This design comes from an exercise in tuning for small area, a short achievable clock period and few clock cycles per item on the open sky130 flow, not from production work.
Function was checked by simulation only, so behaviour that the tests miss may differ from the original.

// cffu_chk
module cffu_chk (
    input  wire        clk,
    input  wire        rst,           
    input  wire        cmd_valid,
    output wire        cmd_ready,
    input  wire        cmd_crc32,     
    input  wire [19:0] cmd_len,       
    input  wire [31:0] cmd_expect,    
    input  wire        in_valid,
    output wire        in_ready,
    input  wire [31:0] in_data,
    output reg         done,
    output wire [31:0] result,
    output reg         match
);
    localparam [31:0] CRC_POLY = 32'hEDB88320;
    reg         cr_q;         
    reg         rdy_q;        
    reg         st_ini;       
    reg         st_run;       
    reg         st_afin;      
    reg         st_inv;       
    reg         st_fin;       
    reg  [3:0]  kcnt;
    reg         qstep, a_ex, b_ex;
    reg  [4:0]  icnt;
    reg         empty;        
    reg         alg_crc;
    reg  [1:0]  zpad;         
    reg  [31:0] expect_q;
    reg  [17:0] wcnt;         
    reg  [31:0] in_q;
    reg         in_v, in_l;
    reg  [9:0]  sw_s;
    reg  [11:0] sw_w;
    reg         sw_v, sw_l;
    reg  [16:0] xq;           
    reg         ga_q, gb_q;   
    reg  [15:0] lo, hi;       
    reg         a16;          
    reg  [1:0]  bh;           
    assign cmd_ready = cr_q;
    assign in_ready  = rdy_q;
    assign result    = {hi, lo};
    wire accept = cmd_valid & cr_q;
    wire crc_last = st_run & alg_crc & in_v & in_l;
    wire adl_last = st_run & !alg_crc & sw_v & sw_l;
    wire take   = in_valid & rdy_q;
    function [17:0] ks_add(input [17:0] a, input [17:0] b);
        integer i, d;
        reg [17:0] g, p, gg, pp;
        begin
            p  = a ^ b;
            g  = a & b;
            gg = g;
            pp = p;
            for (d = 1; d < 18; d = d * 2)
                for (i = 17; i >= d; i = i - 1) begin
                    gg[i] = gg[i] | (pp[i] & gg[i-d]);
                    pp[i] = pp[i] & pp[i-d];
                end
            ks_add = p ^ {gg[16:0], 1'b0};
        end
    endfunction
    function [17:0] csa_s(input [17:0] a, input [17:0] b, input [17:0] c);
  ...
Size: ~2100 cells after synthesis, about 130 I/O pins.
clock: 8.0 ns
lec_check: 0
cap_margin: 20
core_margin: 2
core_utilization: 52
setup_slack_margin: 5
slew_margin: 20
tns_end_percent: 10
standard.sh (not shown) runs the stock make flow with config.mk's settings and CLKGATE_MAP_FILE= SYNTH_SCRIPT=/design/flow/synth_recipe.tcl, a recipe that flattens the netlist after the stock synthesis.
==> flow/flow/run.sh <==
#!/bin/bash
# Standard synthesis, then the combinational logic between the standard
# synthesis's registers is re-mapped by ABC for delay (registers, their names
# and cell types are kept as they are), then the standard layout with
# port buffers of our choosing.
set -euo pipefail
W=$(pwd)
R=$W/orfs/results/$FLOW_PLATFORM/cffu_chk/base
LIB=$FLOW_HOME/platforms/$FLOW_PLATFORM/lib/sky130_fd_sc_hd__tt_025C_1v80.lib

bash standard.sh synth > $W/flow_synth.log 2>&1

cp $R/1_2_yosys.v $W/standard_synth.v
DUARGS=""
for c in $(cat $W/flow/dontuse.txt); do DUARGS="$DUARGS -dont_use $c"; done
sed -e "s#@LIB@#$LIB#g" -e "s#@IN@#$W/standard_synth.v#" -e "s#@OUT@#$W/remapped.v#" \
    -e "s#@SCRIPT@#$W/flow/remap.abc#" -e "s#@DU@#$DUARGS#" $W/flow/remap.ys > $W/remap_run.ys
yosys -l $W/flow_remap.log -q $W/remap_run.ys > /dev/null 2>&1
cp $W/remapped.v $R/1_2_yosys.v
rm -f $R/1_synth.odb $R/1_synth.sdc

# repair settings, if any
if [[ -f $W/flow/env.sh ]]; then source $W/flow/env.sh; fi
# port buffers: see flow/ports.tcl
export DONT_BUFFER_PORTS=1
export PRE_GLOBAL_PLACE_TCL=$W/flow/ports.tcl
bash standard.sh > $W/flow_layout.log 2>&1
==> flow/flow/remap.abc <==
strash; dch; map -D 2000
Other scripts of this flow, unchanged in this note and not shown: flow/flow/dontuse.txt, flow/flow/env.sh, flow/flow/ports.tcl, flow/flow/remap.ys
Testbench counts at the start, summed over its fixed seeds: cycles 47,128, bytes 184,073.
==> next run, changes <==
CORE_UTILIZATION = 58   (was 52)
TNS_END_PERCENT = default   (was 10)
After rerunning: Maximum frequency grows by 4.5%. Die area drops by 10%. Worst setup slack is better by 0.15 ns.
==> next run, changes <==
==> flow/flow/remap.abc (replaced) <==
strash; &get -n; &dch; &nf -D 2000; &put
CORE_UTILIZATION = 52   (was 58)
TNS_END_PERCENT = 0   (was default)
=> The changed run finished with timing, DRC and antenna clean; die area climbs by 6.4%; global-route usage shrinks by 8.8 points; final cell count is lower by 22%; clock skew hardly moves; cell area decreases by 8.7%; hold slack improves by 0.055 ns; sequential share of layout area increases by 2.4 points; worst setup slack is worse by 0.040 ns.

========
cffu_chk, a different RTL version from the one above (not shown whole).
Size in the first run: ~1500 cells after synthesis, about 190 flip-flops, ~130 I/O pins.
==> flow/design.v (excerpt) <==
module cffu_chk (
    input  wire        clk,
    input  wire        rst,           
    input  wire        cmd_valid,
    output wire        cmd_ready,
    input  wire        cmd_crc32,     
    input  wire [19:0] cmd_len,       
    input  wire [31:0] cmd_expect,    
    input  wire        in_valid,
    output wire        in_ready,
    input  wire [31:0] in_data,
    output reg         done,
    output wire [31:0] result,
    output reg         match
);
==> flow/config.mk <==
export PLATFORM = sky130hd
export DESIGN_NAME = cffu_chk
export DESIGN_NICKNAME = cffu_chk
export VERILOG_FILES = /design/flow/design.v
export SDC_FILE = /design/flow/constraint.sdc
export NUM_CORES = 4
export LEC_CHECK = 0
export CAP_MARGIN = 20
export CORE_MARGIN = 2
export CORE_UTILIZATION = 40
export SLEW_MARGIN = 20
==> flow/constraint.sdc <==
create_clock -name core_clock -period 8.0 [get_ports {clk}]
set_input_delay 1.6000 -clock core_clock [delete_from_list [all_inputs] [get_ports {clk}]]
set_output_delay 1.6000 -clock core_clock [all_outputs]
set_load 0.01 [all_outputs]
run.sh (not shown) runs the stock make flow with config.mk's settings and CLKGATE_MAP_FILE= SYNTH_SCRIPT=/design/flow/synth_recipe.tcl, a recipe that flattens the netlist after the stock synthesis.
Stock flow here: none of the scripts above is used.
The baseline ran to the end with no violations.
Testbench counts at the start, summed over its fixed seeds: cycles 47,128, bytes 184,073.
==> next run, changes <==
Settings changed: SETUP_SLACK_MARGIN set to 5.
Utilization came out higher by 14 points.
Design area came out higher by 30%.
Synthesized cell count is unchanged.

port drivers added, routing unchanged:
How much do the figures lean on ideal ports? The routed layouts below were timed once more, with nothing changed but the port constraints.
Step 1: set_driving_cell puts a clkbuf_16 on clk and a buf_2 on each other input, an assumption about the parent block.
Step 2 moves the port delays by t, midway between the first and last clock arrival at a register: inputs arrive t later, outputs are due t later. That takes back most of the time a late clock gives input paths.
Slacks: ideal ports / drivers / drivers and shift; pairs: ideal ports / drivers.
| run | t, ns | slack for setup (ns) | worst setup path after step 2 | worst data-port slew with drivers (ns) | cell pins on the clock port's net |
|---|---|---|---|---|---|
| the first run of note 1 | 0.506 | 4.502 / 4.502 / 4.091 | input to register | 0.28 | 1 |
| the second run of note 1 | 0.502 | 4.653 / 4.638 / 4.136 | input to register | 0.30 | 1 |
| the third run of note 1 | 0.483 | 4.613 / 4.613 / 4.249 | input to register | 0.32 | 1 |
| the first run of note 2 | 0.499 | 1.661 / 1.661 / 1.661 | register to register | 0.07 | 1 |
| the second run of note 2 | 0.496 | 3.111 / 3.111 / 3.111 | register to register | 0.06 | 1 |
After both steps every run listed still meets setup and hold. For the second run of note 1, which loses most, drivers alone change the setup slack by -0.015 ns; drivers and shift together by -0.517 ns.
